Context: an optimization exercise on an open-source flow, tuned for small area, a short achievable clock period and few clock cycles. The choices shown serve that exercise and are no tape-out recipe. In this exercise RTL edits were held to simulation tests only and were not proved equivalent to the original. Power figures rest on the tool's default switching activity, not on a simulated workload.

$ cat design/flow/design.v
module lc3_core (
    input  wire        clk,
    input  wire        rst,
    input  wire [15:0] start_pc,
    output reg         mem_req,
    output reg         mem_we,
    output reg  [15:0] mem_addr,
    output wire [15:0] mem_wdata,
    input  wire        mem_gnt,
    input  wire [15:0] mem_rdata,
    output reg         out_vld,
    output reg  [7:0]  out_data,
    input  wire        out_rdy,
    input  wire        out_fail,
    output reg         in_rdy,
    input  wire        in_vld,
    input  wire [7:0]  in_data,
    input  wire        in_fail,
    output wire [1:0]  status,
    output wire [15:0] stop_pc,
    output wire [15:0] stop_ir,
    output wire        stop_dev
);
    localparam ST_RUN  = 2'd0;
    localparam ST_HALT = 2'd1;
    localparam ST_FLT  = 2'd2;
    localparam ST_IOF  = 2'd3;
    localparam S_FETCH = 4'd0;    
    localparam S_DEC   = 4'd1;    
    localparam S_LW    = 4'd2;    
    localparam S_PW    = 4'd3;    
    localparam S_MEM   = 4'd4;    
    localparam S_IN    = 4'd5;    
    localparam S_OUT   = 4'd6;    
    localparam S_SRD   = 4'd7;    
    localparam S_SW    = 4'd8;    
    localparam S_STOP  = 4'd9;    
    reg [3:0]  state;
    reg [1:0]  run_st;
    reg [15:0] fpc;          
    reg [15:0] ir;           
    reg [2:0]  cond;         
    reg [15:0] regs [0:7];
    reg [15:0] ea;           
    reg        indir;        
    reg [7:0]  sword;        
    reg        hi;           
    reg        iodev;        
    assign status   = run_st;
    assign stop_pc  = fpc;
    assign stop_ir  = ir;
    assign stop_dev = iodev;
    wire dec = (state == S_DEC);
    wire [15:0] inst = mem_rdata;
    wire [3:0]  iop  = inst[15:12];
    wire i_br   = (iop == 4'd0);
    wire i_add  = (iop == 4'd1);
    wire i_ld   = (iop == 4'd2);
    wire i_st   = (iop == 4'd3);
    wire i_jsr  = (iop == 4'd4);
    wire i_and  = (iop == 4'd5);
    wire i_ldr  = (iop == 4'd6);
    wire i_str  = (iop == 4'd7);
    wire i_not  = (iop == 4'd9);
    wire i_ldi  = (iop == 4'd10);
    wire i_sti  = (iop == 4'd11);
    wire i_jmp  = (iop == 4'd12);
    wire i_lea  = (iop == 4'd14);
    wire i_trap = (iop == 4'd15);
    wire i_bad  = (iop == 4'd8) || (iop == 4'd13);
    wire [7:0] ivec = inst[7:0];
    wire t_getc  = i_trap && (ivec == 8'h20);
    wire t_out   = i_trap && (ivec == 8'h21);
    wire t_in    = i_trap && (ivec == 8'h23);
    wire t_str   = i_trap && (ivec == 8'h22 || ivec == 8'h24);
    wire t_halt  = i_trap && (ivec == 8'h25);
    wire t_badv  = i_trap && !(ivec[7:3] == 5'b00100 && (ivec[2:0] <= 3'd5));
    wire [3:0] rop   = ir[15:12];
    wire r_store = (rop == 4'd3) || (rop == 4'd7) || (rop == 4'd11);
    wire r_sti   = (rop == 4'd11);
    wire [2:0]  ra  = inst[8:6];
    wire [2:0]  rb  = dec ? ((i_st || i_str) ? inst[11:9] : inst[2:0]) : ir[11:9];
    wire [15:0] rs1 = regs[ra];
    wire [15:0] rs2 = regs[rb];
    wire [15:0] r0  = regs[0];
    wire        immsel = (i_add || i_and) ? inst[5] : 1'b1;
    wire [15:0] imm    = (i_ldr || i_str) ? {{10{inst[5]}}, inst[5:0]}
                                          : {{11{inst[4]}}, inst[4:0]};
    wire [15:0] opb    = immsel ? imm : rs2;
    wire [15:0] sum    = rs1 + opb;
    wire [15:0] alu    = i_and ? (rs1 & opb) : i_not ? ~rs1 : sum;
    wire [15:0] pc1   = fpc + 16'd1;
    wire [15:0] poff  = i_jsr ? {{5{inst[10]}}, inst[10:0]} : {{7{inst[8]}}, inst[8:0]};
    wire [15:0] pcadd = pc1 + poff;
    wire        taken = |(inst[11:9] & cond);
    reg [15:0] daddr;
    always @(*) begin
        if ((i_br && taken) || (i_jsr && inst[11]) || i_ld || i_st || i_ldi || i_sti)
            daddr = pcadd;
        else if (i_ldr || i_str)
            daddr = sum;
        else if (i_jmp || (i_jsr && ra != 3'd7))
            daddr = rs1;
        else if (t_str)
            daddr = r0;
        else
            daddr = pc1;
    end
    wire        s_putsp = ir[2];
    wire [7:0]  sbyte   = hi ? mem_rdata[15:8] : mem_rdata[7:0];
    wire        s_end   = s_putsp ? (sbyte == 8'h00) : (mem_rdata == 16'h0000);
    wire [15:0] ea1     = ea + 16'd1;
    wire [15:0] s_next  = (!s_putsp || hi) ? ea1 : ea;
    function [2:0] cc_of;
        input [15:0] v;
        begin
            if (v == 16'h0000)  cc_of = 3'b010;
            else if (v[15])     cc_of = 3'b100;
            else                cc_of = 3'b001;
        end
    endfunction
    assign mem_wdata = rs2;
    always @(*) begin
        mem_req  = 1'b0;
        mem_we   = 1'b0;
        mem_addr = pc1;
        out_vld  = 1'b0;
        out_data = sword;
        in_rdy   = 1'b0;
        case (state)
            S_FETCH: begin
                mem_req  = 1'b1;
                mem_addr = fpc;
            end
            S_DEC: begin
                mem_addr = daddr;
                mem_we   = i_st || i_str;
                if (t_out) begin
                    out_vld  = 1'b1;
                    out_data = r0[7:0];
                    mem_req  = out_rdy;
                end else if (t_getc) begin
                    in_rdy   = 1'b1;
                    mem_req  = in_vld;
                end else if (t_in) begin
                    in_rdy   = 1'b1;
                end else begin
                    mem_req  = !(i_bad || t_halt || t_badv);
                end
            end
            S_LW: begin
                mem_req  = 1'b1;
                mem_addr = fpc;
            end
            S_PW: begin
                mem_req  = 1'b1;
                mem_addr = mem_rdata;
                mem_we   = r_sti;
            end
            S_MEM: begin
                mem_req  = 1'b1;
                mem_addr = ea;
                mem_we   = r_store && !indir;
            end
            S_IN: begin
                in_rdy   = 1'b1;
                mem_req  = in_vld && !ir[0];
            end
            S_OUT: begin
                out_vld  = 1'b1;
                mem_req  = out_rdy && ir[0];
            end
            S_SRD: begin
                mem_req  = 1'b1;
                mem_addr = ea;
            end
            S_SW: begin
                if (s_end) begin
                    mem_req  = 1'b1;
                end else begin
                    out_vld  = 1'b1;
                    out_data = sbyte;
                    mem_req  = out_rdy;
                    mem_addr = s_next;
                end
            end
            default: ;
        endcase
    end
    reg        rf_we;
    reg [2:0]  rf_wa;
    reg [15:0] rf_wd;
    reg        cc_we;
    reg [15:0] cc_v;
    always @(*) begin
        rf_we = 1'b0;
        rf_wa = inst[11:9];
        rf_wd = alu;
        cc_we = 1'b0;
        cc_v  = alu;
        case (state)
            S_DEC: begin
                if (i_add || i_and || i_not) begin
                    rf_we = 1'b1;
                    cc_we = 1'b1;
                end else if (i_lea) begin
                    rf_we = 1'b1;
                    rf_wd = pcadd;
                    cc_we = 1'b1;
                    cc_v  = pcadd;
                end else if (i_jsr) begin
                    rf_we = 1'b1;
                    rf_wa = 3'd7;
                    rf_wd = pc1;
                end else if (t_getc) begin
                    rf_we = in_vld && !in_fail;
                    rf_wa = 3'd0;
                    rf_wd = {8'h00, in_data};
                end
            end
            S_LW: begin
                rf_we = 1'b1;
                rf_wa = ir[11:9];
                rf_wd = mem_rdata;
                cc_we = 1'b1;
                cc_v  = mem_rdata;
            end
            S_IN: begin
                rf_we = in_vld && !in_fail && !ir[0];
                rf_wa = 3'd0;
                rf_wd = {8'h00, in_data};
            end
            S_OUT: begin
                rf_we = out_rdy && !out_fail && ir[0] && ir[1];
                rf_wa = 3'd0;
                rf_wd = {8'h00, sword};
            end
            default: ;
        endcase
    end
    wire [15:0] rf_wd_r = rst ? 16'h0000 : rf_wd;
    genvar g;
    generate
        for (g = 0; g < 8; g = g + 1) begin : rf
            always @(posedge clk)
                if (rst || (rf_we && rf_wa == g))
                    regs[g] <= rf_wd_r;
        end
    endgenerate
    always @(posedge clk) begin
        if (rst)
            cond <= 3'b010;
        else if (cc_we)
            cond <= cc_of(cc_v);
    end
    always @(posedge clk) begin
        if (rst) begin
            state  <= S_FETCH;
            run_st <= ST_RUN;
            fpc    <= start_pc;
        end else begin
            case (state)
                S_FETCH: begin
                    if (mem_gnt)
                        state <= S_DEC;
                end
                S_DEC: begin
                    ir <= inst;
                    if (i_bad || t_badv) begin
                        run_st <= ST_FLT;
                        state  <= S_STOP;
                    end else if (t_halt) begin
                        run_st <= ST_HALT;
                        state  <= S_STOP;
                    end else if (t_out) begin
                        if (out_rdy) begin
                            if (out_fail) begin
                                iodev  <= 1'b1;
                                run_st <= ST_IOF;
                                state  <= S_STOP;
                            end else begin
                                fpc   <= pc1;
                                state <= mem_gnt ? S_DEC : S_FETCH;
                            end
                        end else begin
                            sword <= r0[7:0];
                            state <= S_OUT;
                        end
                    end else if (t_getc || t_in) begin
                        if (in_vld) begin
                            if (in_fail) begin
                                iodev  <= 1'b0;
                                run_st <= ST_IOF;
                                state  <= S_STOP;
                            end else if (t_getc) begin
                                fpc   <= pc1;
                                state <= mem_gnt ? S_DEC : S_FETCH;
                            end else begin
                                sword <= in_data;
                                state <= S_OUT;
                            end
                        end else begin
                            state <= S_IN;
                        end
                    end else if (t_str) begin
                        ea    <= r0;
                        hi    <= 1'b0;
                        state <= mem_gnt ? S_SW : S_SRD;
                    end else if (i_ld || i_ldr) begin
                        fpc   <= pc1;
                        ea    <= daddr;
                        indir <= 1'b0;
                        state <= mem_gnt ? S_LW : S_MEM;
                    end else if (i_ldi || i_sti) begin
                        fpc   <= pc1;
                        ea    <= daddr;
                        indir <= 1'b1;
                        state <= mem_gnt ? S_PW : S_MEM;
                    end else if (i_st || i_str) begin
                        fpc   <= pc1;
                        ea    <= daddr;
                        indir <= 1'b0;
                        state <= mem_gnt ? S_FETCH : S_MEM;
                    end else begin
                        fpc   <= daddr;
                        state <= mem_gnt ? S_DEC : S_FETCH;
                    end
                end
                S_LW: begin
                    state <= mem_gnt ? S_DEC : S_FETCH;
                end
                S_PW: begin
                    ea    <= mem_rdata;
                    indir <= 1'b0;
                    if (mem_gnt)
                        state <= r_sti ? S_FETCH : S_LW;
                    else
                        state <= S_MEM;
                end
                S_MEM: begin
                    if (mem_gnt) begin
                        if (indir)
                            state <= S_PW;
                        else if (r_store)
                            state <= S_FETCH;
                        else
                            state <= S_LW;
                    end
                end
                S_IN: begin
                    if (in_vld) begin
                        if (in_fail) begin
                            iodev  <= 1'b0;
                            run_st <= ST_IOF;
                            state  <= S_STOP;
                        end else if (!ir[0]) begin
                            fpc   <= pc1;
                            state <= mem_gnt ? S_DEC : S_FETCH;
                        end else begin
                            sword <= in_data;
                            state <= S_OUT;
                        end
                    end
                end
                S_OUT: begin
                    if (out_rdy) begin
                        if (out_fail) begin
                            iodev  <= 1'b1;
                            run_st <= ST_IOF;
                            state  <= S_STOP;
                        end else if (ir[0]) begin
                            fpc   <= pc1;
                            state <= mem_gnt ? S_DEC : S_FETCH;
                        end else begin
                            ea    <= s_next;
                            hi    <= s_putsp && !hi;
                            state <= S_SRD;
                        end
                    end
                end
                S_SRD: begin
                    if (mem_gnt)
                        state <= S_SW;
                end
                S_SW: begin
                    if (s_end) begin
                        fpc   <= pc1;
                        state <= mem_gnt ? S_DEC : S_FETCH;
                    end else if (out_rdy) begin
                        if (out_fail) begin
                            iodev  <= 1'b1;
                            run_st <= ST_IOF;
                            state  <= S_STOP;
                        end else begin
                            ea    <= s_next;
                            hi    <= s_putsp && !hi;
                            state <= mem_gnt ? S_SW : S_SRD;
                        end
                    end else begin
                        sword <= sbyte;
                        state <= S_OUT;
                    end
                end
                S_STOP: ;
                default: state <= S_FETCH;
            endcase
        end
    end
endmodule
$ cat design/flow/run.sh
#!/bin/bash
# synth_recipe.tcl (not shown) runs the flow's synth.tcl, then flattens the netlist and writes it again
# the make line also repeats each setting of config.mk as NAME=value (left out here)
make -C /OpenROAD-flow-scripts/flow DESIGN_CONFIG=/design/flow/config.mk WORK_HOME=/design/flow/orfs CLKGATE_MAP_FILE= SYNTH_SCRIPT=/design/flow/synth_recipe.tcl finish
$ cat design/flow/config.mk
export PLATFORM = sky130hd
export DESIGN_NAME = lc3_core
export DESIGN_NICKNAME = lc3_core
export VERILOG_FILES = /design/flow/design.v
export SDC_FILE = /design/flow/constraint.sdc
export NUM_CORES = 4
export LEC_CHECK = 0
export CAP_MARGIN = 20
export CORE_MARGIN = 2
export CORE_UTILIZATION = 40
export PLACE_DENSITY = 0.6
export SLEW_MARGIN = 20
$ cat design/flow/constraint.sdc
create_clock -name core_clock -period 8.0 [get_ports {clk}]
set_input_delay 1.6000 -clock core_clock [delete_from_list [all_inputs] [get_ports {clk}]]
set_output_delay 1.6000 -clock core_clock [all_outputs]
set_load 0.01 [all_outputs]
==> results of run 1 <==
-- through the flow --
stage	TNS, ns	util, %
5_1_grt	0	49.8
3_5_place_dp	-3.73	47.7
4_1_cts	-0.00367	49.5
3_3_place_gp	-2.98	47.7
2_1_floorplan	0	-
6_report	0	49.8
-- synth_stat cells (6+ instances only) --
library cell / count
nor2b_1: 19
o31ai_1: 13
a21oi_1: 153
buf_4: 6
o21ai_1: 11
a221o_1: 22
a311oi_1: 6
mux2i_1: 50
nor2_1: 206
nand2_1: 203
o211ai_1: 26
o21a_1: 18
nand4_1: 15
inv_1: 43
mux4_2: 12
nand3_1: 55
a222oi_1: 21
dfxtp_1: 9
a22o_1: 6
or3_1: 6
nor3_1: 32
o311ai_0: 7
xnor2_1: 35
a221oi_1: 27
a21o_1: 23
nand2b_1: 12
buf_2: 34
edfxtp_1: 187
a211oi_1: 35
a22oi_1: 13
ha_1: 33
and2_1: 7
o22ai_1: 16
a31oi_1: 24
mux2_2: 12
o221ai_1: 18
buf_1: 7
clkbuf_1: 90
and3_1: 16
o22a_1: 9
o21ai_0: 115
a211o_1: 6
nor4_1: 9
xor2_1: 24
o32ai_1: 6
-- critical path: cells and delay by family --
kind	cells	cell delay (ns)
fa+ha+maj	1	0.26
compound gates	11	2.23
mux	2	0.42
buf+inv	6	1.32
simple gates	3	0.19
xor+xnor	1	0.11
-- layer usage --
layer  global-route usage [%]  vias to the layer above  wire (um)
li1                         -                     7302          -
met1                     44.6                     7951      28500
met2                     54.0                      958      32000
met3                     5.56                      198       5800
met4                     15.6                        0       2810
met5                        0                        -          0
-- repair_timing --
action	4_1_cts	5_1_grt
hold endpoints to repair	0	0
resized for setup	36	35
pin swaps	6	19
setup buffers	3	4
hold buffers	0	0
endpoints found under the setup margin	11	14
-- final cells by class --
cell class / instances / area [um^2]
clock inverter: 14 / 169
timing repair buffer: 327 / 2790
inverter: 44 / 165
tap: 518 / 648
clock buffer: 17 / 425
sequential: 196 / 5800
multi-input combinational: 1416 / 9270
fill: 3689 / 19400
-- kinds of logic after synthesis --
kind of cell | share of synthesized area (%)
buffers and inverters | 5.05
AO/OA/AOI/OAI | 27.5
adder cells (fa/ha/maj) | 2.90
multiplexers | 5.79
AND/OR/NAND/NOR | 18.4
flip-flops | 37.1
XOR/XNOR | 3.30
-- power breakdown --
part	total, mW	internal, mW	switching (mW)	leakage, nW
Clock	0.909	0.444	0.465	0.289
Sequential	1.53	1.37	0.153	1.94
Combinational	2.36	1.02	1.35	5.17
-- state kept, by name, indices dropped and copies added, names as in the netlist --
| name | cells |
|---|---|
| fpc | 16 |
| hi | 1 |
| indir | 1 |
| ir | 16 |
| iodev | 1 |
| ea | 16 |
| run_st | 2 |
| cond | 3 |
| regs | 128 |
| sword | 8 |
| state | 4 |
-- path summary, 6_finish.rpt --
path / startpoint / end / slack, ns / cells past startpoint
min reg2reg: cond[0]$_SDFFE_PP0P_ / cond[0]$_SDFFE_PP0P_ / 0.53 / 2
min: cond[0]$_SDFFE_PP0P_ / cond[0]$_SDFFE_PP0P_ / 0.53 / 2
max: mem_rdata[9] / mem_addr[13] / 0.27 / 24
max reg2reg: state[0]$_SDFFE_PP0P_ / regs[7][14]$_DFFE_PP_ / 2.27 / 24
-- layout by cell type, fill, tap and decap left out, drive strengths merged, types with 15 or more instances in the layout --
cell type | Yosys | routed
inv | 44 | 52
o221ai | 18 | 18
o22ai | 17 | 17
clkbuf | 90 | 19
nand3 | 56 | 56
nor3 | 33 | 33
clkdlybuf4s50 | 0 | 109
mux2i | 50 | 50
nand2 | 204 | 204
o21ai | 126 | 126
a21oi | 154 | 154
xnor2 | 35 | 35
ha | 33 | 33
xor2 | 24 | 24
nor2b | 19 | 19
nand4 | 15 | 15
buf | 51 | 208
and3 | 16 | 16
o21a | 18 | 18
nor2 | 208 | 208
o211ai | 26 | 26
a211oi | 35 | 35
a21o | 23 | 23
a222oi | 21 | 21
a221o | 22 | 22
a221oi | 30 | 30
a31oi | 24 | 24
edfxtp | 187 | 187
==> results.txt, run 1 <==
Sum of routed wire length over all layers: 69100 um
Via count of the routed design: 16400
Endpoints failing hold: 0
Cell area after placement: 0.0184 mm^2
Vias per std cell: 6.48
Most numerous cell on the critical path: buf_4
Final RePlAce weighted congestion: 0.982
Setup repair after global routing missed its margin: false
Top-level I/O count: 126
Maximum fanout encountered on the critical timing path: 7
Clock tree from TritonCTS: built
Share of final-layout standard cells stronger than drive strength 1: 16.6%
Root buffer cell: clkbuf_16
Die Span X: 202 um
# clock sinks: 196
Effective utilization at floorplan: 40.5%
Main area contributors after synthesis: edfxtp_1 (36%), nor2_1 (4.9%), a21oi_1 (4.9%), nand2_1 (4.9%), o21ai_0 (3.7%)
Leak Pwr: 7.40 nW
Required time of the worst setup path: 6.40 ns
Number of placed instances, taps included: 2494
Tightest Hold Check Type: flip-flop to flip-flop
Global routing usage summed across all routing layers: 33.7%
Max incr delay on CP: 0.52 ns
N_diodes: 0
Proportion of synthesized flip-flops having asynchronous set or reset: 0%
Post-layout power: 4.80 mW
Tmin final: 7.73 ns
Final Instance Count excl. Fillers: 2532
Top-area cell type share of the netlist area: 35.9%
Clock insertion delay at the later pin of the skew report: 0.53 ns
Number of nets in the layout: 2084
Most used flip-flop cell after synthesis: edfxtp_1
Clock transition time at the flip-flop clock pins of the worst setup and hold paths: 0.09 ns
Power density normalized to cell area: 249 mW/mm^2
Pin count of the biggest net entering global routing: 40
Mapped Avg Cell Area: 8.70 um^2
Max-capacitance violation count: 0
Worst setup skew after layout: 0.0188 ns
Fraction of the yosys area taken by sequential cells: 37.1%
Post-Synthesis Net Count: 1879
Number of enable-type register cells in the synthesized netlist: 187
Post-detail-place hpwl: 51800 um
Number of design rule violations left after detail routing: 0
Count of final max-slew check failures: 0
Slew of the pin with the lowest slew margin: 1.11 ns
Library cell contributing the largest single delay on the critical path: clkdlybuf4s50_1
Final setup margin: 0.266 ns
First-pass GRT wire length: 103000 um
Core outline area: 0.0386 mm^2
IR drop worst, VDD: 212 uV
DP Worst Slack: -0.550 ns
Post-route worst hold slack: 0.529 ns
Wire per inst: 27.3 um
Endpoints failing setup: 0
Startpoint types: input port
Number of distinct library cells after synthesis: 97
Vias in the first global route: 15900
Synthesized instance count: 1797
Outcome: finished clean
Fmax: 129 MHz
Post-DRT Antenna Nets: 0
Total non-filler cell area in the finished layout: 0.0193 mm^2
Number of H-tree levels: 4
Core Rows: 72
Number of warnings printed during yosys synthesis: 2
Initial antenna violation count: 0
Number of detailed-routing iterations run before antenna repair: 8
Max Root-Sink Buffers: 2
Setup crit end kind: output pin
Number of buffers inserted during clock tree synthesis: 17
Max transition margin: 26.3%
Growth of design area from synthesis to finish: 23.2%
CP cell instances: clkdlybuf4s50_1 > mux2i_2 > o21a_1 > buf_4 > buf_4 > nand2_1 > a21oi_1 > a311oi_1 > a31oi_1 > o22a_1 > mux2_4 > ha_4 > a211oi_2 > o211ai_1 > a21o_1 > a31oi_2 > buf_4 > xnor2_1 > nor2_1 > o31ai_2 > buf_4 > nor2_1 > a2bb2oi_1 > buf_2
Arrival time at the worst endpoint: 6.13 ns
Dominant cell type by area after synthesis: edfxtp_1
Remaining global-route overflow: 0
Iteration-0 DRC Markers: 2026
Die area: 0.0407 mm^2
Height of the die: 202 um
Total standard cell area after synthesis: 0.0156 mm^2
Portion of the clock cycle consumed by the worst path in the final layout: 96.7%
Flop and latch count out of synthesis: 196
Worst setup path category: input port to output pin
IO Port Bufs: 125
Testbench counts, summed over its fixed seeds: cycles 32,956.
==> inputs of run 2 (changes only) <==
--- a/design/flow/config.mk
+++ b/design/flow/config.mk
@@ -11,2 +11,3 @@
 export PLACE_DENSITY = 0.6
+export SETUP_SLACK_MARGIN = 1.5
 export SLEW_MARGIN = 20
==> run 2 against run 1 <==
Still clean on timing, DRC and antenna. Sequential power is essentially flat. Count of clock-buffer cells in the layout stayed put. Sequential share of layout area is 0.91 points lower. Hold slack got worse by 0.0097 ns.
==> results.txt, run 2 <==
Outcome: finished clean
First-pass GRT wire length: 100000 um (-2.1%)
Pin count of the biggest net entering global routing: 40 (unchanged)
Total standard cell area after synthesis: 0.0156 mm^2 (unchanged)
Tmin final: 7.39 ns (-0.345 ns)
Post-route worst hold slack: 0.520 ns (-0.00968 ns)
Post-detail-place hpwl: 49700 um (-4.0%)
Sequential Area: 0.00580 mm^2 (unchanged)
Number of detailed-routing iterations run before antenna repair: 9 (+1)
Number of enable-type register cells in the synthesized netlist: 187 (unchanged)
Final RePlAce weighted congestion: 0.982 (about the same)
Multi-input logic area: 0.00969 mm^2 (+4.5%)
Leading cell type in the layout, fill and taps excluded: buf_4
Number of nets in the layout: 2113 (+1.4%)
Number of warnings printed during yosys synthesis: 2 (unchanged)
Global routing usage summed across all routing layers: 32.5% (-1.2 points)
Largest Register: regs
Maximum fanout encountered on the critical timing path: 8 (+1)
Synth top cells by count: nor2_1 (206), nand2_1 (203), edfxtp_1 (187)
Tightest Hold Check Type: flip-flop to flip-flop
CP cell instances: buf_6 > nor2b_4 > nand2_4 > mux2i_4 > o21a_1 > buf_6 > buf_6 > a311oi_2 > a31oi_1 > o22a_1 > mux2_4 > ha_4 > a211oi_4 > o211ai_1 > buf_4 > a21o_1 > a31oi_4 > o21ai_2 > a21oi_2 > xnor2_1 > a21oi_1 > mux2_4 > o21ai_4 > buf_6
Via count of the routed design: 16600 (+1.3%)
Max incr delay on CP: 0.32 ns (-0.20 ns)
Endpoints failing setup: 0 (unchanged)
Dominant cell type by area after synthesis: edfxtp_1
Setup crit end kind: output pin
Root buffer cell: clkbuf_16
Top-level I/O count: 126 (unchanged)
Setup repair after global routing missed its margin: true
Die area: 0.0407 mm^2 (unchanged)
Growth of design area from synthesis to finish: 27.0%
Power density normalized to cell area: 250 mW/mm^2 (+0.19%)
Final setup margin: 0.611 ns (+0.345 ns)
IO Port Bufs: 125 (unchanged)
Proportion of synthesized flip-flops having asynchronous set or reset: 0% (unchanged)
Post-layout power: 4.96 mW (+3.3%)
Worst setup path category: input port to output pin
Vias per std cell: 6.49 (about the same)
Clock insertion delay at the later pin of the skew report: 0.48 ns (-0.05 ns)
Initial antenna violation count: 0 (unchanged)
Number of buffers inserted during clock tree synthesis: 17 (unchanged)
Top-area cell type share of the netlist area: 35.9% (unchanged)
Most numerous cell on the critical path: buf_6
Wire per inst: 26.5 um (-2.8%)
Vias in the first global route: 15800 (-0.13%)
Share of final-layout standard cells stronger than drive strength 1: 20.7% (+4.1 points)
# clock sinks: 196 (unchanged)
Required time of the worst setup path: 6.40 ns (about the same)
Final Instance Count excl. Fillers: 2562 (+1.2%)
Max Root-Sink Buffers: 2 (unchanged)
Sum of routed wire length over all layers: 67900 um (-1.7%)
Mapped Avg Cell Area: 8.70 um^2 (unchanged)
Startpoint types: input port
Main area contributors after synthesis: edfxtp_1 (36%), nor2_1 (4.9%), a21oi_1 (4.9%), nand2_1 (4.9%), o21ai_0 (3.7%)
Count of final max-slew check failures: 0 (unchanged)
Number of design rule violations left after detail routing: 0 (unchanged)
Arrival time at the worst endpoint: 5.79 ns (-0.34 ns)
Endpoints failing hold: 0 (unchanged)
Number of placed instances, taps included: 2488 (-0.24%)
Most frequent cells in the layout: buf_4 (216), nor2_1 (199), nand2_1 (199), edfxtp_1 (187), a21oi_1 (136)
Height of the die: 202 um (unchanged)
Fill count: 3627 (-1.7%)
Fraction of the yosys area taken by sequential cells: 37.1% (unchanged)
Leak Pwr: 7.60 nW (+2.7%)
Effective utilization at floorplan: 40.5% (unchanged)
Clock transition time at the flip-flop clock pins of the worst setup and hold paths: 0.09 ns (about the same)
Flop and latch count out of synthesis: 196 (unchanged)
Largest register FFs: 128 (unchanged)
Clock tree from TritonCTS: built
Core outline area: 0.0386 mm^2 (unchanged)
Die Span X: 202 um (unchanged)
IR drop worst, VDD: 187 uV (-12%)
DP Worst Slack: -0.331 ns (+0.220 ns)
Post-DRT Antenna Nets: 0 (unchanged)
Remaining global-route overflow: 0 (unchanged)
Portion of the clock cycle consumed by the worst path in the final layout: 92.4% (-4.3 points)
Worst setup skew after layout: 0.0235 ns (+0.00467 ns)
Number of H-tree levels: 4 (unchanged)
Number of distinct library cells after synthesis: 97 (unchanged)
Most used flip-flop cell after synthesis: edfxtp_1
Post-Synthesis Net Count: 1879 (unchanged)
Synthesized instance count: 1797 (unchanged)
Library cell contributing the largest single delay on the critical path: mux2_4
Cell with the most instances after synthesis: nor2_1
Slew of the pin with the lowest slew margin: 1.12 ns (+0.00947 ns)
Fmax: 135 MHz (+4.7%)
CTS Hold Bufs: 0 (unchanged)
Max-capacitance violation count: 0 (unchanged)
Core Rows: 72 (unchanged)
Max transition margin: 25.3% (-0.98 points)
Iteration-0 DRC Markers: 2223 (+9.7%)
## run 2: critical path: cells and delay by family
family | cells | cell delay, ns
buffers and inverters | 5 | 0.61
muxes | 3 | 0.83
and+or+nand+nor | 2 | 0.27
adders and majority gates | 1 | 0.26
AOI/OAI and AO/OA | 12 | 2.08
xor gates and xnor gates | 1 | 0.14
## run 2: cell families (layout without fill, tap and decap cells)
| kind of cell | count (synthesis) | count (layout) | synth area share, % |
|---|---|---|---|
| adders and majority gates | 35 | 35 | 2.90 |
| and+or+nand+nor | 621 | 622 | 18.4 |
| xor gates and xnor gates | 59 | 59 | 3.30 |
| muxes | 74 | 74 | 5.79 |
| DFF | 196 | 196 | 37.1 |
| AOI/OAI and AO/OA | 627 | 627 | 27.5 |
| other | 0 | 1 | 0 |
| buffers and inverters | 185 | 430 | 5.05 |
## run 2: final cells by class
class / instances / share of cell area [%]
Multi-Input combinational cell: 1417 / 48.8
Sequential cell: 196 / 29.2
Timing Repair Buffer: 355 / 15.2
Tap cell: 518 / 3.26
Clock buffer: 17 / 2.14
Inverter: 44 / 0.832
Clock inverter: 14 / 0.605
Antenna cell: 1 / 0.0126
## run 2: path summary, 6_finish.rpt
kind | end | depth (start not counted) | from | slack (ns)
worst max register to register | regs[3][15]$_DFFE_PP_ | 22 | state[0]$_SDFFE_PP0P_ | 2.10
worst max-delay path | mem_addr[15] | 24 | mem_rdata[13] | 0.61
worst min register to register | cond[0]$_SDFFE_PP0P_ | 2 | cond[0]$_SDFFE_PP0P_ | 0.52
worst min-delay path | cond[0]$_SDFFE_PP0P_ | 2 | cond[0]$_SDFFE_PP0P_ | 0.52
## run 2: per-layer routing
metal  track usage (%)  vias up  share of wire (%)
met5                 0        -                  0
met4              14.6        0                4.6
met3              5.52      227                9.3
met2              51.3     1057                 45
met1              43.7     7971                 41
li1                  -     7364                  -
## run 2: timing repair
item | 4_1_cts | 5_1_grt
pin swaps | 49 | 47
gates resized for setup | 134 | 44
endpoints found under the setup margin | 90 | 51
buffers inserted | 22 | 18
gates cloned | 0 | 1
## run 2: where the power goes
part           internal (mW)  total [mW]  switching, mW
clock network          0.408       0.871          0.463
logic                   1.14        2.56           1.43
registers               1.37        1.52          0.148
## run 2: metrics by stage
step / utilization, % / TNS, ns / instance area (um^2)
after floorplan: - / 0 / 15900
after global placement: 48.0 / -1.43 / 18600
after detailed placement: 48.0 / -2.14 / 18600
after CTS: 50.6 / 0 / 19500
after global routing: 51.4 / 0 / 19900
final: 51.4 / 0 / 19900
==> inputs of run 3 (changes only) <==
--- a/design/flow/design.v
+++ b/design/flow/design.v
@@ -81,3 +81,3 @@
     wire [2:0]  ra  = inst[8:6];
-    wire [2:0]  rb  = dec ? ((i_st || i_str) ? inst[11:9] : inst[2:0]) : ir[11:9];
+    wire [2:0]  rb  = dec ? (inst[13] ? inst[11:9] : inst[2:0]) : ir[11:9];
     wire [15:0] rs1 = regs[ra];
@@ -85,25 +85,24 @@
     wire [15:0] r0  = regs[0];
-    wire        immsel = (i_add || i_and) ? inst[5] : 1'b1;
-    wire [15:0] imm    = (i_ldr || i_str) ? {{10{inst[5]}}, inst[5:0]}
-                                          : {{11{inst[4]}}, inst[4:0]};
+    wire        immsel = inst[5] | inst[13];
+    wire [15:0] imm    = inst[13] ? {{10{inst[5]}}, inst[5:0]}
+                                  : {{11{inst[4]}}, inst[4:0]};
     wire [15:0] opb    = immsel ? imm : rs2;
     wire [15:0] sum    = rs1 + opb;
-    wire [15:0] alu    = i_and ? (rs1 & opb) : i_not ? ~rs1 : sum;
+    wire [15:0] andv   = rs1 & opb;
+    wire [15:0] notv   = ~rs1;
+    wire        sum_z  = &(~((rs1 ^ opb) ^ {(rs1[14:0] | opb[14:0]), 1'b0}));
+    wire        and_z  = ~|andv;
+    wire        not_z  = &rs1;
+    wire [15:0] alu    = i_and ? andv : i_not ? notv : sum;
+    wire        alu_z  = i_and ? and_z : i_not ? not_z : sum_z;
     wire [15:0] pc1   = fpc + 16'd1;
-    wire [15:0] poff  = i_jsr ? {{5{inst[10]}}, inst[10:0]} : {{7{inst[8]}}, inst[8:0]};
+    wire [15:0] poff  = {{5{i_jsr ? inst[10] : inst[8]}}, i_jsr ? inst[10:9] : {2{inst[8]}}, inst[8:0]};
     wire [15:0] pcadd = pc1 + poff;
     wire        taken = |(inst[11:9] & cond);
-    reg [15:0] daddr;
-    always @(*) begin
-        if ((i_br && taken) || (i_jsr && inst[11]) || i_ld || i_st || i_ldi || i_sti)
-            daddr = pcadd;
-        else if (i_ldr || i_str)
-            daddr = sum;
-        else if (i_jmp || (i_jsr && ra != 3'd7))
-            daddr = rs1;
-        else if (t_str)
-            daddr = r0;
-        else
-            daddr = pc1;
-    end
+    wire sel_pcadd = (i_br && taken) || (i_jsr && inst[11]) || i_ld || i_st || i_ldi || i_sti;
+    wire sel_rs1   = i_jmp || (i_jsr && !inst[11] && ra != 3'd7);
+    wire sel_r0    = t_str;
+    wire sel_pc1   = !(sel_pcadd || sel_rs1 || sel_r0);
+    wire [15:0] daddr = ({16{sel_pcadd}} & pcadd) | ({16{sel_rs1}} & rs1) |
+                        ({16{sel_r0}} & r0) | ({16{sel_pc1}} & pc1);
     wire        s_putsp = ir[2];
@@ -136,3 +135,3 @@
                 mem_addr = daddr;
-                mem_we   = i_st || i_str;
+                mem_we   = i_st;
                 if (t_out) begin
@@ -147,3 +146,3 @@
                 end else begin
-                    mem_req  = !(i_bad || t_halt || t_badv);
+                    mem_req  = !(i_bad || t_halt || t_badv || i_ldr || i_str);
                 end
@@ -193,3 +192,3 @@
     reg        cc_we;
-    reg [15:0] cc_v;
+    reg [2:0]  cc_n;
     always @(*) begin
@@ -199,3 +198,3 @@
         cc_we = 1'b0;
-        cc_v  = alu;
+        cc_n  = {alu[15], alu_z, !alu[15] && !alu_z};
         case (state)
@@ -209,3 +208,3 @@
                     cc_we = 1'b1;
-                    cc_v  = pcadd;
+                    cc_n  = cc_of(pcadd);
                 end else if (i_jsr) begin
@@ -225,3 +224,3 @@
                 cc_we = 1'b1;
-                cc_v  = mem_rdata;
+                cc_n  = cc_of(mem_rdata);
             end
@@ -253,3 +252,3 @@
         else if (cc_we)
-            cond <= cc_of(cc_v);
+            cond <= cc_n;
     end
@@ -308,3 +307,8 @@
                         state <= mem_gnt ? S_SW : S_SRD;
-                    end else if (i_ld || i_ldr) begin
+                    end else if (i_ldr || i_str) begin
+                        fpc   <= pc1;
+                        ea    <= sum;
+                        indir <= 1'b0;
+                        state <= S_MEM;
+                    end else if (i_ld) begin
                         fpc   <= pc1;
@@ -318,3 +322,3 @@
                         state <= mem_gnt ? S_PW : S_MEM;
-                    end else if (i_st || i_str) begin
+                    end else if (i_st) begin
                         fpc   <= pc1;
--- a/design/flow/config.mk
+++ b/design/flow/config.mk
@@ -11,3 +11,2 @@
 export PLACE_DENSITY = 0.6
-export SETUP_SLACK_MARGIN = 1.5
 export SLEW_MARGIN = 20
==> run 3 against run 2 <==
Register-to-register slack got worse by 0.59 ns. Utilization decreased by 3.5 points. Synthesized area increased by 1.1%. Sequential share of layout area increased by 2.0 points. First-iteration DRC count increased by 3.1%. Sequential cell count unchanged. Critical path type unchanged. Largest cell class unchanged. Largest power group unchanged.
==> results.txt, run 3 <==
Outcome: finished clean
Number of warnings printed during yosys synthesis: 2 (unchanged)
Main area contributors after synthesis: edfxtp_1 (36%), o21ai_0 (5.1%), nand2_1 (4.6%), mux2i_1 (4.4%), a21oi_1 (4.3%)
Most used flip-flop cell after synthesis: edfxtp_1
Top-level I/O count: 126 (unchanged)
Height of the die: 203 um (+0.53%)
Maximum fanout encountered on the critical timing path: 7 (-1)
Pin count of the biggest net entering global routing: 57 (+43%)
Share of final-layout standard cells stronger than drive strength 1: 10.4% (-10 points)
Number of detailed-routing iterations run before antenna repair: 7 (-2)
Xor and xnor area share after synthesis: 3.93% (+0.63 points)
Basic-gate share of the synthesized area counting and, or, nand and nor cells: 16.1% (-2.3 points)
Number of buffers inserted during clock tree synthesis: 17 (unchanged)
IR drop worst, VDD: 206 uV (+10%)
Flop and latch count out of synthesis: 196 (unchanged)
CTS Hold Bufs: 0 (unchanged)
Count of final max-slew check failures: 0 (unchanged)
Most frequent cells in the layout: nand2_1 (194), edfxtp_1 (187), o21ai_0 (154), a21oi_1 (136), clkdlybuf4s50_1 (121)
Tightest Hold Check Type: flip-flop to flip-flop
Sum of routed wire length over all layers: 72800 um (+7.3%)
Number of H-tree levels: 4 (unchanged)
Fraction of the yosys area taken by sequential cells: 36.7% (-0.40 points)
Vias in the first global route: 15500 (-2.0%)
Clock insertion delay at the later pin of the skew report: 0.48 ns (about the same)
Combinational family with the most area after synthesis: compound AO/OA/AOI/OAI gates
Mapped Avg Cell Area: 8.89 um^2 (+2.1%)
Fmax: 131 MHz (-3.3%)
Power density normalized to cell area: 413 mW/mm^2 (+65%)
Iteration-0 DRC Markers: 2293 (+3.1%)
Post-detail-place hpwl: 54700 um (+9.9%)
Root buffer cell: clkbuf_16
Arrival time at the worst endpoint: 6.04 ns (+0.25 ns)
Library cell contributing the largest single delay on the critical path: clkdlybuf4s50_1
Final setup margin: 0.362 ns (-0.249 ns)
Synth top cells by count: nand2_1 (194), edfxtp_1 (187), o21ai_0 (162)
Vias per std cell: 6.81 (+5.0%)
Die area: 0.0411 mm^2 (+1.1%)
Leak Pwr: 6.83 nW (-10%)
Synthesized instance count: 1779 (-1.0%)
Core Rows: 72 (unchanged)
Tmin final: 7.64 ns (+0.249 ns)
Post-layout power: 7.68 mW (+55%)
Initial antenna violation count: 2 (+2)
CP cell instances: clkdlybuf4s50_1 > nor2_1 > nand2_1 > a21boi_1 > buf_4 > inv_1 > ha_1 > and4_1 > o221ai_1 > o21ai_0 > mux2i_1 > a221oi_1 > o21ai_0 > nand2_1 > a32oi_1 > clkdlybuf4s50_1
Top-area cell type share of the netlist area: 35.5% (-0.39 points)
Post-DRT Antenna Nets: 0 (unchanged)
Largest Register: regs
Number of design rule violations left after detail routing: 0 (unchanged)
Total of cells resized after clock tree synthesis: 0 (-100%)
Total standard cell area after synthesis: 0.0158 mm^2 (+1.1%)
Share of the synthesized area in compound gates (AO/OA/AOI/OAI): 27.5% (about the same)
Effective utilization at floorplan: 40.7% (+0.25 points)
Die Span X: 203 um (+0.53%)
Max-capacitance violation count: 0 (unchanged)
Global routing usage summed across all routing layers: 34.9% (+2.5 points)
Post-route worst hold slack: 0.474 ns (-0.0455 ns)
Number of enable-type register cells in the synthesized netlist: 187 (unchanged)
Setup repair after global routing missed its margin: false
Largest register FFs: 128 (unchanged)
Post-Synthesis Net Count: 1876 (-0.16%)
Final RePlAce weighted congestion: 1.01 (+2.7%)
Wire per inst: 30.0 um (+13%)
Worst setup skew after layout: 0.0259 ns (+0.00244 ns)
Setup crit end kind: output pin
Cell with the most instances after synthesis: nand2_1
# clock sinks: 196 (unchanged)
Remaining global-route overflow: 0 (unchanged)
Core outline area: 0.0388 mm^2 (+0.47%)
IO Port Bufs: 125 (unchanged)
Clock transition time at the flip-flop clock pins of the worst setup and hold paths: 0.07 ns (-0.02 ns)
Adder-cell area share of the yosys netlist: 4.05% (+1.2 points)
Clock tree from TritonCTS: built
Max incr delay on CP: 0.60 ns (+0.28 ns)
Aggregate negative setup slack: 0 ns (unchanged)
Number of nets in the layout: 1993 (-5.7%)
Leading cell type in the layout, fill and taps excluded: nand2_1
Share of cell area taken by muxes after synthesis: 6.36% (+0.57 points)
Slew of the pin with the lowest slew margin: 1.19 ns (+0.0793 ns)
Dominant cell type by area after synthesis: edfxtp_1
Via count of the routed design: 16500 (-0.53%)
Startpoint types: input port
Post CTS Setup Buffer Count: 0 (-100%)
Endpoints failing hold: 0 (unchanged)
First-pass GRT wire length: 106000 um (+5.8%)
Max Root-Sink Buffers: 2 (unchanged)
Growth of design area from synthesis to finish: 17.7%
Number of distinct library cells after synthesis: 89 (-8.2%)
DP Worst Slack: 0.261 ns (+0.592 ns)
Endpoints failing setup: 0 (unchanged)
Required time of the worst setup path: 6.40 ns (about the same)
Worst setup path category: input port to output pin
Max transition margin: 19.7% (-5.6 points)
Portion of the clock cycle consumed by the worst path in the final layout: 95.5% (+3.1 points)
Proportion of synthesized flip-flops having asynchronous set or reset: 0% (unchanged)
-- run 3: cell count changes after synthesis, sizes merged, moves of 7 or more --
cell	delta
nor2	-92
o21ai	+39
mux2i	+19
inv	+18
a21oi	-17
nand3	-16
ha	+15
a21o	-11
o211ai	-11
nand2	-9
o221ai	+7
xnor2	+7
-- run 3: metrics by stage --
step                cells  util (%)  area, um^2
floorplan            1779         -       15800
global placement     2395      46.3       18000
detailed placement   2395      46.3       18000
CTS                  2427      47.9       18600
global route         2427      47.9       18600
finish               2428      47.9       18600
-- run 3: final timing paths --
path | depth (start not counted) | from | to | slack [ns]
max reg2reg | 20 | state[0]$_SDFFE_PP0P_ | regs[5][5]$_DFFE_PP_ | 1.51
min reg2reg | 2 | cond[2]$_SDFFE_PP0P_ | cond[2]$_SDFFE_PP0P_ | 0.47
min | 2 | cond[2]$_SDFFE_PP0P_ | cond[2]$_SDFFE_PP0P_ | 0.47
max | 16 | mem_rdata[13] | mem_addr[14] | 0.36
-- run 3: kinds of logic after synthesis --
group                    count (synthesis)
buffers and inverters                  201
XOR/XNOR                                71
AO/OA/AOI/OAI                          643
multiplexers                            89
flip-flops                             196
AND/OR/NAND/NOR                        529
adder cells (fa/ha/maj)                 50
-- run 3: cell type report --
type                    instances  area [um^2]
fillers                      3733        20200
multi-input cells            1382         9200
flip-flops and latches        196         5800
repair buffers                237         2110
well taps                     518          648
clock buffers                  17          425
inverters                      62          233
clock inverters                15          191
diodes                          1         2.50
-- run 3: where the power goes --
group          switching (mW)  internal (mW)
registers               0.355           1.70
clock network           0.448          0.476
logic                    2.90           1.80
total                    3.71           3.98
-- run 3: per-layer routing --
layer | wire [um] | track usage [%]
met2 | 31800 | 53.0
met3 | 7620 | 6.42
met1 | 29200 | 47.5
met4 | 4170 | 18.2
met5 | 26 | 0
-- run 3: worst max-delay path, delay by kind of cell --
| family | cells | cell delay, ns |
|---|---|---|
| and+or+nand+nor | 4 | 0.74 |
| buffers and inverters | 4 | 1.51 |
| muxes | 1 | 0.33 |
| adders and majority gates | 1 | 0.39 |
| AOI/OAI and AO/OA | 6 | 1.45 |
Testbench counts of run 3, summed over its fixed seeds: cycles 38,067.
==> inputs of run 4 (changes only) <==
--- a/design/flow/design.v
+++ b/design/flow/design.v
@@ -98,11 +98,15 @@
     wire [15:0] pc1   = fpc + 16'd1;
-    wire [15:0] poff  = {{5{i_jsr ? inst[10] : inst[8]}}, i_jsr ? inst[10:9] : {2{inst[8]}}, inst[8:0]};
-    wire [15:0] pcadd = pc1 + poff;
+    wire [15:0] off9  = {{7{inst[8]}}, inst[8:0]};
+    wire [15:0] off11 = {{5{inst[10]}}, inst[10:0]};
+    wire [15:0] pcadd = pc1 + off9;      
+    wire [15:0] pcjsr = pc1 + off11;     
     wire        taken = |(inst[11:9] & cond);
-    wire sel_pcadd = (i_br && taken) || (i_jsr && inst[11]) || i_ld || i_st || i_ldi || i_sti;
+    wire sel_pcadd = (i_br && taken) || i_ld || i_st || i_ldi || i_sti;
+    wire sel_pcjsr = i_jsr && inst[11];
     wire sel_rs1   = i_jmp || (i_jsr && !inst[11] && ra != 3'd7);
     wire sel_r0    = t_str;
-    wire sel_pc1   = !(sel_pcadd || sel_rs1 || sel_r0);
-    wire [15:0] daddr = ({16{sel_pcadd}} & pcadd) | ({16{sel_rs1}} & rs1) |
-                        ({16{sel_r0}} & r0) | ({16{sel_pc1}} & pc1);
+    wire sel_pc1   = !(sel_pcadd || sel_pcjsr || sel_rs1 || sel_r0);
+    wire [15:0] daddr = ({16{sel_pcadd}} & pcadd) | ({16{sel_pcjsr}} & pcjsr) |
+                        ({16{sel_rs1}} & rs1) | ({16{sel_r0}} & r0) |
+                        ({16{sel_pc1}} & pc1);
     wire        s_putsp = ir[2];
==> run 4 against run 3 <==
Highest routed layer is now met4. Die area increased by 2.0%. Largest power group unchanged. Non-clock buffer count unchanged. Synthesized area increased by 2.1%.
==> results.txt, run 4 <==
Detailed-route wire length on metal 1: 30900 um (+5.8%)
Leading cell type in the layout, fill and taps excluded: nand2_1
Startpoint types: flip-flop
Via count of the routed design: 17100 (+3.2%)
Library cell contributing the largest single delay on the critical path: a211oi_1
Worst setup skew after layout: 0.0364 ns (+0.0105 ns)
IO Port Bufs: 125 (unchanged)
Fmax: 135 MHz (+3.1%)
Number of placed instances, taps included: 2487 (+3.8%)
Setup repair after global routing missed its margin: false
Synth top cells by count: nand2_1 (229), edfxtp_1 (187), nor2_1 (163)
Max transition margin: 31.4% (+12 points)
Top-area cell type share of the netlist area: 34.8% (-0.72 points)
Total standard cell area after synthesis: 0.0161 mm^2 (+2.1%)
Sum of routed wire length over all layers: 78400 um (+7.7%)
Arrival time at the worst endpoint: 5.81 ns (-0.23 ns)
Height of the die: 205 um (+1.0%)
Number of H-tree levels: 4 (unchanged)
Largest Register: regs
Largest register FFs: 128 (unchanged)
Post-Synthesis Net Count: 1966 (+4.8%)
Min-delay src: cond[2]$_SDFFE_PP0P_
Critical path depth in cells: 14 (-2)
Clock transition time at the flip-flop clock pins of the worst setup and hold paths: 0.08 ns (about the same)
Post-detail-place hpwl: 59500 um (+8.8%)
Final RePlAce weighted congestion: 1.09 (+7.6%)
Fraction of the yosys area taken by sequential cells: 35.9% (-0.75 points)
Vias in the first global route: 16200 (+4.6%)
Setup crit end kind: output pin
Mapped Avg Cell Area: 8.66 um^2 (-2.5%)
Portion of the clock cycle consumed by the worst path in the final layout: 92.6% (-2.9 points)
Worst setup path category: flip-flop to output pin
Sequential Area: 0.00580 mm^2 (unchanged)
Post-route worst hold slack: 0.508 ns (+0.0342 ns)
Root buffer cell: clkbuf_16
Min-Delay Endpoint: cond[2]$_SDFFE_PP0P_
Effective utilization at floorplan: 40.5% (-0.19 points)
CTS Hold Bufs: 0 (unchanged)
Aggregate negative setup slack: 0 ns (unchanged)
Clock insertion delay at the later pin of the skew report: 0.50 ns (+0.02 ns)
Most frequent cells in the layout: nand2_1 (229), edfxtp_1 (187), nor2_1 (161), o21ai_0 (153), a21oi_1 (136)
Vias per std cell: 6.76 (-0.65%)
Number of nets in the layout: 2084 (+4.6%)
Crit. Startpoint: fpc[0]$_DFFE_PP_
# clock sinks: 196 (unchanged)
Required time of the worst setup path: 6.40 ns (about the same)
Share of final-layout standard cells stronger than drive strength 1: 10.6% (+0.21 points)
Core Rows: 73 (+1.4%)
Die area: 0.0420 mm^2 (+2.0%)
Cell with the most instances after synthesis: nand2_1
Power density normalized to cell area: 295 mW/mm^2 (-29%)
Most used flip-flop cell after synthesis: edfxtp_1
Number of enable-type register cells in the synthesized netlist: 187 (unchanged)
Flop and latch count out of synthesis: 196 (unchanged)
Main area contributors after synthesis: edfxtp_1 (35%), nand2_1 (5.3%), o21ai_0 (4.7%), a21oi_1 (4.3%), ha_1 (4.2%)
CP bufs+invs: 2 (-2)
Post-DRT Antenna Nets: 0 (unchanged)
Post CTS Setup Buffer Count: 0 (unchanged)
Iteration-0 DRC Markers: 2454 (+7.0%)
Met3 Routed Length: 7620 um (unchanged)
Cells on Worst Hold Path: 2 (unchanged)
Maximum fanout encountered on the critical timing path: 9 (+2)
Leak Pwr: 7.05 nW (+3.2%)
Max-capacitance violation count: 0 (unchanged)
Pin count of the biggest net entering global routing: 39 (-32%)
Dominant cell type by area after synthesis: edfxtp_1
Top Layer Used: met4
Multi-input logic area: 0.00968 mm^2 (+5.2%)
Wire per inst: 31.1 um (+3.7%)
Reg2Reg Depth: 22 (+10%)
Final Instance Count excl. Fillers: 2521 (+3.8%)
Number of detailed-routing iterations run before antenna repair: 6 (-1)
Worst reg2reg path startpoint: state[0]$_SDFFE_PP0P_
Number of buffers inserted during clock tree synthesis: 17 (unchanged)
Die Span X: 205 um (+1.0%)
Max incr delay on CP: 0.77 ns (+0.17 ns)
Core outline area: 0.0398 mm^2 (+2.6%)
Initial antenna violation count: 1 (-1)
Count of final max-slew check failures: 0 (unchanged)
End-of-flow core utilization: 47.8% (-0.13 points)
Outcome: finished clean
Total of cells resized after clock tree synthesis: 0 (unchanged)
Number of design rule violations left after detail routing: 0 (unchanged)
Tmin final: 7.41 ns (-0.230 ns)
End of the worst register-to-register path: regs[6][11]$_DFFE_PP_
Top-level I/O count: 126 (unchanged)
Clock tree from TritonCTS: built
Endpoints failing hold: 0 (unchanged)
Family with the most delay on the worst path: compound AO/OA/AOI/OAI gates
Total met2 wirelength after detailed routing: 34400 um (+7.9%)
Endpoints failing setup: 0 (unchanged)
Proportion of synthesized flip-flops having asynchronous set or reset: 0% (unchanged)
Remaining global-route overflow: 0 (unchanged)
Max Root-Sink Buffers: 2 (unchanged)
First-pass GRT wire length: 113000 um (+6.3%)
Setup slack of the most critical reg-to-reg path: 1.32 ns (-0.19 ns)
Global routing usage summed across all routing layers: 37.4% (+2.4 points)
Tightest Hold Check Type: flip-flop to flip-flop
Fill count: 3860 (+3.4%)
CP cell instances: ha_1 > nand3_1 > xor2_1 > inv_1 > ha_1 > o211ai_1 > o21ai_0 > o211ai_1 > a211oi_1 > a221oi_1 > o21ai_0 > nand2_1 > nand3_1 > clkdlybuf4s50_1
Number of distinct library cells after synthesis: 84 (-5.6%)
Synthesized instance count: 1863 (+4.7%)
Number of warnings printed during yosys synthesis: 2 (unchanged)
IR drop worst, VDD: 263 uV (+28%)
Slew of the pin with the lowest slew margin: 1.02 ns (-0.176 ns)
Growth of design area from synthesis to finish: 17.9%
run 4: cell types whose count changed in the layout (fill, tap and decap cells not counted), moves of 8 or more:
| cell | change |
|---|---|
| nor2_1 | +46 |
| nand2_1 | +35 |
| mux2i_1 | -24 |
| a22oi_1 | +16 |
| o22ai_1 | -13 |
| xor2_1 | +12 |
| inv_1 | -10 |
| a211oi_1 | -9 |
| o21ai_1 | -9 |
| o211ai_1 | +8 |
run 4: worst max-delay path by stage:
stage	endpoint	slack, ns
after floorplan	regs[0][12]$_DFFE_PP_	1.46
after global placement	regs[5][14]$_DFFE_PP_	0.47
after detailed placement	regs[3][14]$_DFFE_PP_	0.39
after CTS	mem_addr[14]	0.67
after global routing	mem_addr[9]	0.40
final	mem_addr[9]	0.59
run 4: power by group:
group | switching [mW] | leakage (nW) | internal (mW) | total (mW)
Combinational | 1.88 | 4.82 | 1.13 | 3.01
Clock | 0.459 | 0.293 | 0.450 | 0.909
Sequential | 0.231 | 1.94 | 1.47 | 1.70
run 4: per-stage QoR:
stage | instance area [um^2] | total power, mW | setup slack, ns
final | 19000 | 5.62 | 0.592
after global routing | 19000 | 5.84 | 0.397
after CTS | 19000 | 5.52 | 0.671
after detailed placement | 18400 | 4.59 | 0.392
after global placement | 18400 | 4.59 | 0.469
after floorplan | 16100 | 3.25 | 1.46
run 4: routing by layer:
metal	vias to the layer above	global-route usage [%]
li1	7389	-
met1	8187	47.8
met2	1215	57.0
met3	262	7.52
met4	0	25.1
met5	-	0
run 4: kinds of logic after synthesis:
kind of cell | synth area share, %
fa+ha+maj | 4.43
mux | 5.44
xor+xnor | 4.18
buf+inv | 4.59
flops | 35.9
simple gates | 18.1
compound gates | 27.3
run 4: cell type report:
type	count	share of cell area, %
well taps	525	3.45
diodes	2	0.0263
clock buffers	17	2.23
multi-input cells	1476	50.9
clock inverters	15	0.993
repair buffers	237	10.9
flip-flops and latches	196	30.4
inverters	53	1.05
run 4: worst register-to-register path, stage by stage, from the launching register on:
cell and delay [ns]:
dfxtp_1 0.80, nor4b_2 0.36, buf_4 0.35, nor2_1 0.14, a21oi_2 0.38, buf_4 0.29, nor2_1 0.08, buf_4 0.18
a221oi_1 0.29, a21oi_1 0.07, a221oi_1 0.54, nor2_1 0.26, o21a_1 0.24, ha_1 0.42, nand3_1 0.14, a211oi_1 0.30
a221oi_1 0.17, xnor2_1 0.52, nand2_1 0.10, o211ai_1 0.10, o21ai_0 0.20, a21oi_1 0.18, o211a_1 0.36
Testbench counts of run 4, summed over its fixed seeds: cycles 38,067.
==> inputs of run 5 (changes only) <==
--- a/design/flow/config.mk
+++ b/design/flow/config.mk
@@ -11,2 +11,3 @@
 export PLACE_DENSITY = 0.6
+export SETUP_SLACK_MARGIN = 2
 export SLEW_MARGIN = 20
==> run 5 against run 4 <==
Maximum frequency increased by 21%. Worst setup slack improved by 1.3 ns. Final cell count up 4.0%. Clock skew shrank 0.019 ns. Synthesized area unchanged. Highest routed layer unchanged. Hold slack better by 0.0078 ns. Non-clock buffer count up 104. Wire length rose by 6.0%. Combinational power increased by 15%. Synthesized cell count unchanged. Die area did not move. Clock power is 5.0% higher.
==> results.txt, run 5 <==
Iteration-0 DRC Markers: 2074 (-15%)
Fmax: 163 MHz (+21%)
Number of nets in the layout: 2188 (+5.0%)
Largest Register: regs
Mapped Avg Cell Area: 8.66 um^2 (unchanged)
Endpoints failing hold: 0 (unchanged)
Effective utilization at floorplan: 40.5% (unchanged)
Setup repair after global routing missed its margin: true
Post-DRT Antenna Nets: 0 (unchanged)
Aggregate negative setup slack: 0 ns (unchanged)
Initial antenna violation count: 0 (-1)
Clock transition time at the flip-flop clock pins of the worst setup and hold paths: 0.08 ns (about the same)
Tmin final: 6.12 ns (-1.29 ns)
Vias in the first global route: 16900 (+4.2%)
Dominant cell type by area after synthesis: edfxtp_1
Startpoint types: input port
IO Port Bufs: 125 (unchanged)
Worst setup path category: input port to output pin
N_diodes: 0 (-2)
Slew of the pin with the lowest slew margin: 0.991 ns (-0.0276 ns)
Worst setup skew after layout: 0.0173 ns (-0.0191 ns)
Number of detailed-routing iterations run before antenna repair: 12 (+6)
Required time of the worst setup path: 6.40 ns (about the same)
Tightest Hold Check Type: flip-flop to flip-flop
Cell area after placement: 0.0185 mm^2 (+0.29%)
Synthesized instance count: 1863 (unchanged)
Fraction of the yosys area taken by sequential cells: 35.9% (unchanged)
Cell with the most instances after synthesis: nand2_1
Number of enable-type register cells in the synthesized netlist: 187 (unchanged)
Count of final max-slew check failures: 0 (unchanged)
Endpoints failing setup: 0 (unchanged)
Sum of routed wire length over all layers: 83200 um (+6.0%)
Maximum fanout encountered on the critical timing path: 8 (-1)
Vias per std cell: 6.80 (+0.59%)
Via count of the routed design: 17800 (+4.7%)
Flop and latch count out of synthesis: 196 (unchanged)
Growth of design area from synthesis to finish: 30.4%
Top-area cell type share of the netlist area: 34.8% (unchanged)
Clock tree from TritonCTS: built
First-pass GRT wire length: 119000 um (+5.0%)
Max transition margin: 33.7% (+2.3 points)
Share of final-layout standard cells stronger than drive strength 1: 23.3% (+13 points)
Main area contributors after synthesis: edfxtp_1 (35%), nand2_1 (5.3%), o21ai_0 (4.7%), a21oi_1 (4.3%), ha_1 (4.2%)
Setup crit end kind: output pin
Die area: 0.0420 mm^2 (unchanged)
Number of H-tree levels: 4 (unchanged)
Post-Synthesis Net Count: 1966 (unchanged)
Largest register FFs: 128 (unchanged)
Height of the die: 205 um (unchanged)
Top-level I/O count: 126 (unchanged)
Die Span X: 205 um (unchanged)
Max-capacitance violation count: 0 (unchanged)
Proportion of synthesized flip-flops having asynchronous set or reset: 0% (unchanged)
Pin count of the biggest net entering global routing: 70 (+79%)
Number of warnings printed during yosys synthesis: 2 (unchanged)
Synth top cells by count: nand2_1 (229), edfxtp_1 (187), nor2_1 (163)
Clock insertion delay at the later pin of the skew report: 0.49 ns (about the same)
Max Root-Sink Buffers: 2 (unchanged)
Total standard cell area after synthesis: 0.0161 mm^2 (unchanged)
Leading cell type in the layout, fill and taps excluded: nand2_1
Post-detail-place hpwl: 61100 um (+2.7%)
Leak Pwr: 7.83 nW (+11%)
Outcome: finished clean
Core Rows: 73 (unchanged)
Power density normalized to cell area: 290 mW/mm^2 (-1.6%)
Final RePlAce weighted congestion: 1.08 (-0.57%)
Most used flip-flop cell after synthesis: edfxtp_1
# clock sinks: 196 (unchanged)
Core outline area: 0.0398 mm^2 (unchanged)
Total non-filler cell area in the finished layout: 0.0210 mm^2 (+11%)
Wire per inst: 31.7 um (+1.9%)
Number of buffers inserted during clock tree synthesis: 17 (unchanged)
IR drop worst, VDD: 181 uV (-31%)
Portion of the clock cycle consumed by the worst path in the final layout: 76.5% (-16 points)
Number of design rule violations left after detail routing: 0 (unchanged)
Global routing usage summed across all routing layers: 39.2% (+1.8 points)
Most frequent cells in the layout: nand2_1 (225), edfxtp_1 (187), buf_4 (187), nor2_1 (153), o21ai_0 (141)
Number of distinct library cells after synthesis: 84 (unchanged)
Root buffer cell: clkbuf_16
Remaining global-route overflow: 0 (unchanged)
Arrival time at the worst endpoint: 4.52 ns (-1.29 ns)
CTS Hold Bufs: 0 (unchanged)
-- run 5: cell counts after synthesis --
Identical to the previous run, type by type.
-- run 5: stage by stage --
stage                     hold slack [ns]  setup WS (ns)  instances  total power [mW]  util [%]
after floorplan                     0.471           2.00       1863              3.26         -
after global placement              0.489          0.731       2488              4.64      46.3
after detailed placement            0.505          0.690       2489              4.66      46.4
after CTS                           0.512           1.83       2599              5.87      51.5
after global routing                0.543           1.79       2623              6.32      52.8
final                               0.516           1.88       2623              6.11      52.8
-- run 5: layout make-up --
class / count / area [um^2]
clock buffers: 17 / 425
clock inverters: 15 / 213
fillers: 3739 / 18800
inverters: 53 / 213
multi-input cells: 1476 / 10700
flip-flops and latches: 196 / 5800
well taps: 525 / 657
repair buffers: 341 / 3000
-- run 5: power breakdown --
part           internal, mW  switching [mW]
logic                  1.38            2.08
registers              1.46           0.232
clock network         0.482           0.472
-- run 5: what timing repair did --
action | 4_1_cts | 5_1_grt
endpoints found under the setup margin | 141 | 111
setup buffers | 77 | 21
pin swaps | 38 | 44
gates resized for setup | 243 | 104
gates cloned | 1 | 2
-- run 5: logic make-up (layout without fill, tap and decap cells) --
group,Yosys count,count (layout),share of synthesized area [%]
xor+xnor,77,77,4.18
compound gates,648,648,27.3
simple gates,626,626,18.1
mux,69,69,5.44
flops,196,196,35.9
buf+inv,191,426,4.59
fa+ha+maj,56,56,4.43
-- run 5: worst paths after layout --
path | start | to | slack (ns) | depth (start not counted)
worst min register to register | cond[2]$_SDFFE_PP0P_ | cond[2]$_SDFFE_PP0P_ | 0.52 | 2
worst max-delay path | mem_rdata[1] | mem_addr[14] | 1.88 | 13
worst max register to register | state[0]$_SDFFE_PP0P_ | regs[1][15]$_DFFE_PP_ | 2.24 | 21
worst min-delay path | cond[2]$_SDFFE_PP0P_ | cond[2]$_SDFFE_PP0P_ | 0.52 | 2
-- run 5: worst max-delay path: stages --
cell and delay, ns:
buf_4 0.19, inv_1 0.09, fa_2 0.42, nor2b_4 0.12, o31a_1 0.26, o22a_2 0.26, a41o_1 0.24, o41ai_2 0.08
mux2i_1 0.15, or4_4 0.60, a221oi_2 0.25, a21oi_1 0.07, buf_2 0.17
-- run 5: per-layer routing --
layer / routed length (um) / global-route usage, % / part of all wire (%)
met1: 31300 / 48.7 / 38
met2: 37100 / 61.9 / 45
met3: 8510 / 8.10 / 10
met4: 6300 / 25.0 / 7.6
met5: 0 / 0 / 0
==> inputs of run 6 (changes only) <==
--- a/design/flow/config.mk
+++ b/design/flow/config.mk
@@ -11,3 +11,3 @@
 export PLACE_DENSITY = 0.6
-export SETUP_SLACK_MARGIN = 2
+export SETUP_SLACK_MARGIN = 2.7
 export SLEW_MARGIN = 20
==> run 6 against run 5 <==
Clock power is 2.3% lower. First-iteration DRC count up 21%. Sequential share of layout area is 2.1 points lower. Count of clock-buffer cells in the layout rose by 1. Highest routed layer is now met5.
==> results.txt, run 6 <==
Outcome: finished clean
Number of nets in the layout: 2310 (+5.6%)
Die area: 0.0420 mm^2 (unchanged)
Die Span X: 205 um (unchanged)
Setup crit end kind: output pin
Min-Delay Endpoint: cond[2]$_SDFFE_PP0P_
IR drop worst, VDD: 225 uV (+24%)
Top-level I/O count: 126 (unchanged)
Cells on Worst Hold Path: 2 (unchanged)
Core outline area: 0.0398 mm^2 (unchanged)
Cell with the most instances after synthesis: nand2_1
Number of detailed-routing iterations run before antenna repair: 10 (-2)
Vias per std cell: 6.67 (-1.9%)
Dominant cell type by area after synthesis: edfxtp_1
# clock sinks: 196 (unchanged)
IO Port Bufs: 125 (unchanged)
Slew of the pin with the lowest slew margin: 1.06 ns (+0.0677 ns)
Mapped Avg Cell Area: 8.66 um^2 (unchanged)
Pin count of the biggest net entering global routing: 42 (-40%)
Leak Pwr: 8.78 nW (+12%)
Reg2Reg Depth: 25 (+19%)
Count of final max-slew check failures: 0 (unchanged)
Largest Register: regs
Effective utilization at floorplan: 40.5% (unchanged)
CP bufs+invs: 2 (-1)
Family with the most delay on the worst path: compound AO/OA/AOI/OAI gates
Startpoint types: flip-flop
Post-detail-place hpwl: 57900 um (-5.1%)
Max Root-Sink Buffers: 2 (unchanged)
Number of distinct library cells after synthesis: 84 (unchanged)
Number of H-tree levels: 4 (unchanged)
Number of buffers inserted during clock tree synthesis: 17 (unchanged)
Worst setup path category: flip-flop to output pin
Setup repair after global routing missed its margin: true
Worst reg2reg path startpoint: state[2]$_SDFFE_PP0P_
Portion of the clock cycle consumed by the worst path in the final layout: 76.8% (+0.33 points)
Setup slack of the most critical reg-to-reg path: 2.46 ns (+0.22 ns)
Number of warnings printed during yosys synthesis: 2 (unchanged)
First-pass GRT wire length: 118000 um (about the same)
Power density normalized to cell area: 280 mW/mm^2 (-3.5%)
N_diodes: 0 (unchanged)
Endpoints failing setup: 0 (unchanged)
Final RePlAce weighted congestion: 1.00 (-7.4%)
Clock insertion delay at the later pin of the skew report: 0.49 ns (about the same)
Fill count: 3570 (-4.5%)
Growth of design area from synthesis to finish: 41.3%
Max incr delay on CP: 0.49 ns (-0.11 ns)
Maximum fanout encountered on the critical timing path: 5 (-3)
Iteration-0 DRC Markers: 2505 (+21%)
Leading cell type in the layout, fill and taps excluded: buf_4
Worst setup skew after layout: 0.0251 ns (+0.00779 ns)
Sequential Area: 0.00580 mm^2 (unchanged)
Sum of routed wire length over all layers: 82700 um (-0.54%)
CTS Hold Bufs: 0 (unchanged)
Largest register FFs: 128 (unchanged)
Arrival time at the worst endpoint: 4.55 ns (+0.03 ns)
Fraction of the yosys area taken by sequential cells: 35.9% (unchanged)
Top-area cell type share of the netlist area: 34.8% (unchanged)
Cell area after placement: 0.0185 mm^2 (about the same)
Clock tree from TritonCTS: built
Post-Synthesis Net Count: 1966 (unchanged)
Required time of the worst setup path: 6.40 ns (about the same)
Tightest Hold Check Type: flip-flop to flip-flop
Initial antenna violation count: 2 (+2)
Vias in the first global route: 17400 (+2.6%)
Wire per inst: 30.1 um (-4.9%)
Aggregate negative setup slack: 0 ns (unchanged)
Post-route worst hold slack: 0.508 ns (-0.00826 ns)
Final setup margin: 1.85 ns (-0.0266 ns)
Min-delay src: cond[2]$_SDFFE_PP0P_
Endpoints failing hold: 0 (unchanged)
## run 6: logic make-up (layout without fill, tap and decap cells)
group | after synthesis | after routing | synth area share [%]
buffers and inverters | 191 | 546 | 4.59
flip-flops | 196 | 196 | 35.9
AO/OA/AOI/OAI | 648 | 648 | 27.3
adder cells (fa/ha/maj) | 56 | 56 | 4.43
AND/OR/NAND/NOR | 626 | 627 | 18.1
XOR/XNOR | 77 | 77 | 4.18
multiplexers | 69 | 69 | 5.44
## run 6: timing repair
action / 4_1_cts / 5_1_grt
endpoints found under the hold margin: 0 / 0
pin swaps: 118 / 53
endpoints found under the setup margin: 189 / 162
gates resized for setup: 536 / 67
setup buffers: 182 / 46
cloned: 7 / 1
## run 6: final cells by class
| class | count | area share (%) |
|---|---|---|
| clock inverter | 13 | 0.746 |
| inverter | 53 | 0.950 |
| timing repair buffer | 462 | 18.7 |
| sequential | 196 | 25.4 |
| multi-input combinational | 1477 | 49.5 |
| clock buffer | 18 | 1.88 |
| tap | 525 | 2.88 |
## run 6: worst max path at each step
stage,start,to,depth (start not counted)
finish,fpc[1]$_DFFE_PP_,mem_addr[14],16
floorplan,mem_rdata[1],mem_addr[14],13
global placement,mem_rdata[0],mem_addr[14],14
detailed placement,mem_rdata[13],regs[1][12]$_DFFE_PP_,17
CTS,fpc[0]$_DFFE_PP_,mem_addr[14],16
global route,fpc[1]$_DFFE_PP_,mem_addr[14],16
## run 6: power breakdown
part | internal [mW] | switching, mW
clock | 0.472 | 0.460
sequential | 1.46 | 0.206
combinational | 1.59 | 2.19
total | 3.53 | 2.86
## run 6: worst reg2reg max path: cells and delay by family (launching register included)
family          cells  cell delay [ns]
compound gates      9             1.93
simple gates        7             1.05
buf+inv             6             1.04
flops               1             0.55
fa+ha+maj           1             0.38
mux                 1             0.31
xor+xnor            1             0.14
## run 6: routing by layer
metal | vias up | share of wire [%] | global-route usage (%)
met2 | 1341 | 44 | 60.1
met1 | 8833 | 38 | 50.2
met4 | 4 | 7.1 | 24.0
met3 | 304 | 11 | 7.73
met5 | - | 0.034 | 0
li1 | 7828 | - | -
## run 6: metrics by stage
step | power (mW) | std cells | util [%]
5_1_grt | 6.61 | 2744 | 57.2
3_3_place_gp | 4.57 | 2476 | 46.4
6_report | 6.39 | 2744 | 57.2
3_5_place_dp | 4.57 | 2476 | 46.4
4_1_cts | 6.12 | 2696 | 55.5
2_1_floorplan | 3.32 | 1863 | -

==> afterwards: timing with drivers on the ports <==
In the flow no input, the clock included, has a driving cell. The finished layouts below were timed again as built, in two steps.
Step 1, drivers: a clkbuf_16 drives clk and a buf_2 each remaining input, both assumed.
Step 2, shift: input delay + t, output delay - t, t = (earliest + latest rising clock arrival at the registers) / 2. This alone moves slack from input paths to output paths.
Slacks: ideal ports / drivers / drivers and shift; pairs: ideal ports / drivers.
| run | shift t [ns] | setup slack, ns |
|---|---|---|
| run 1 | 0.576 | 0.266 / 0.211 / 0.211 |
| run 2 | 0.520 | 0.611 / 0.572 / 0.572 |
| run 3 | 0.523 | 0.362 / 0.331 / 0.331 |
| run 4 | 0.542 | 0.592 / 0.535 / 0.187 |
| run 5 | 0.542 | 1.881 / 1.813 / 1.563 |
| run 6 | 0.538 | 1.855 / 1.799 / 1.913 |
After both steps every run listed still meets setup and hold.
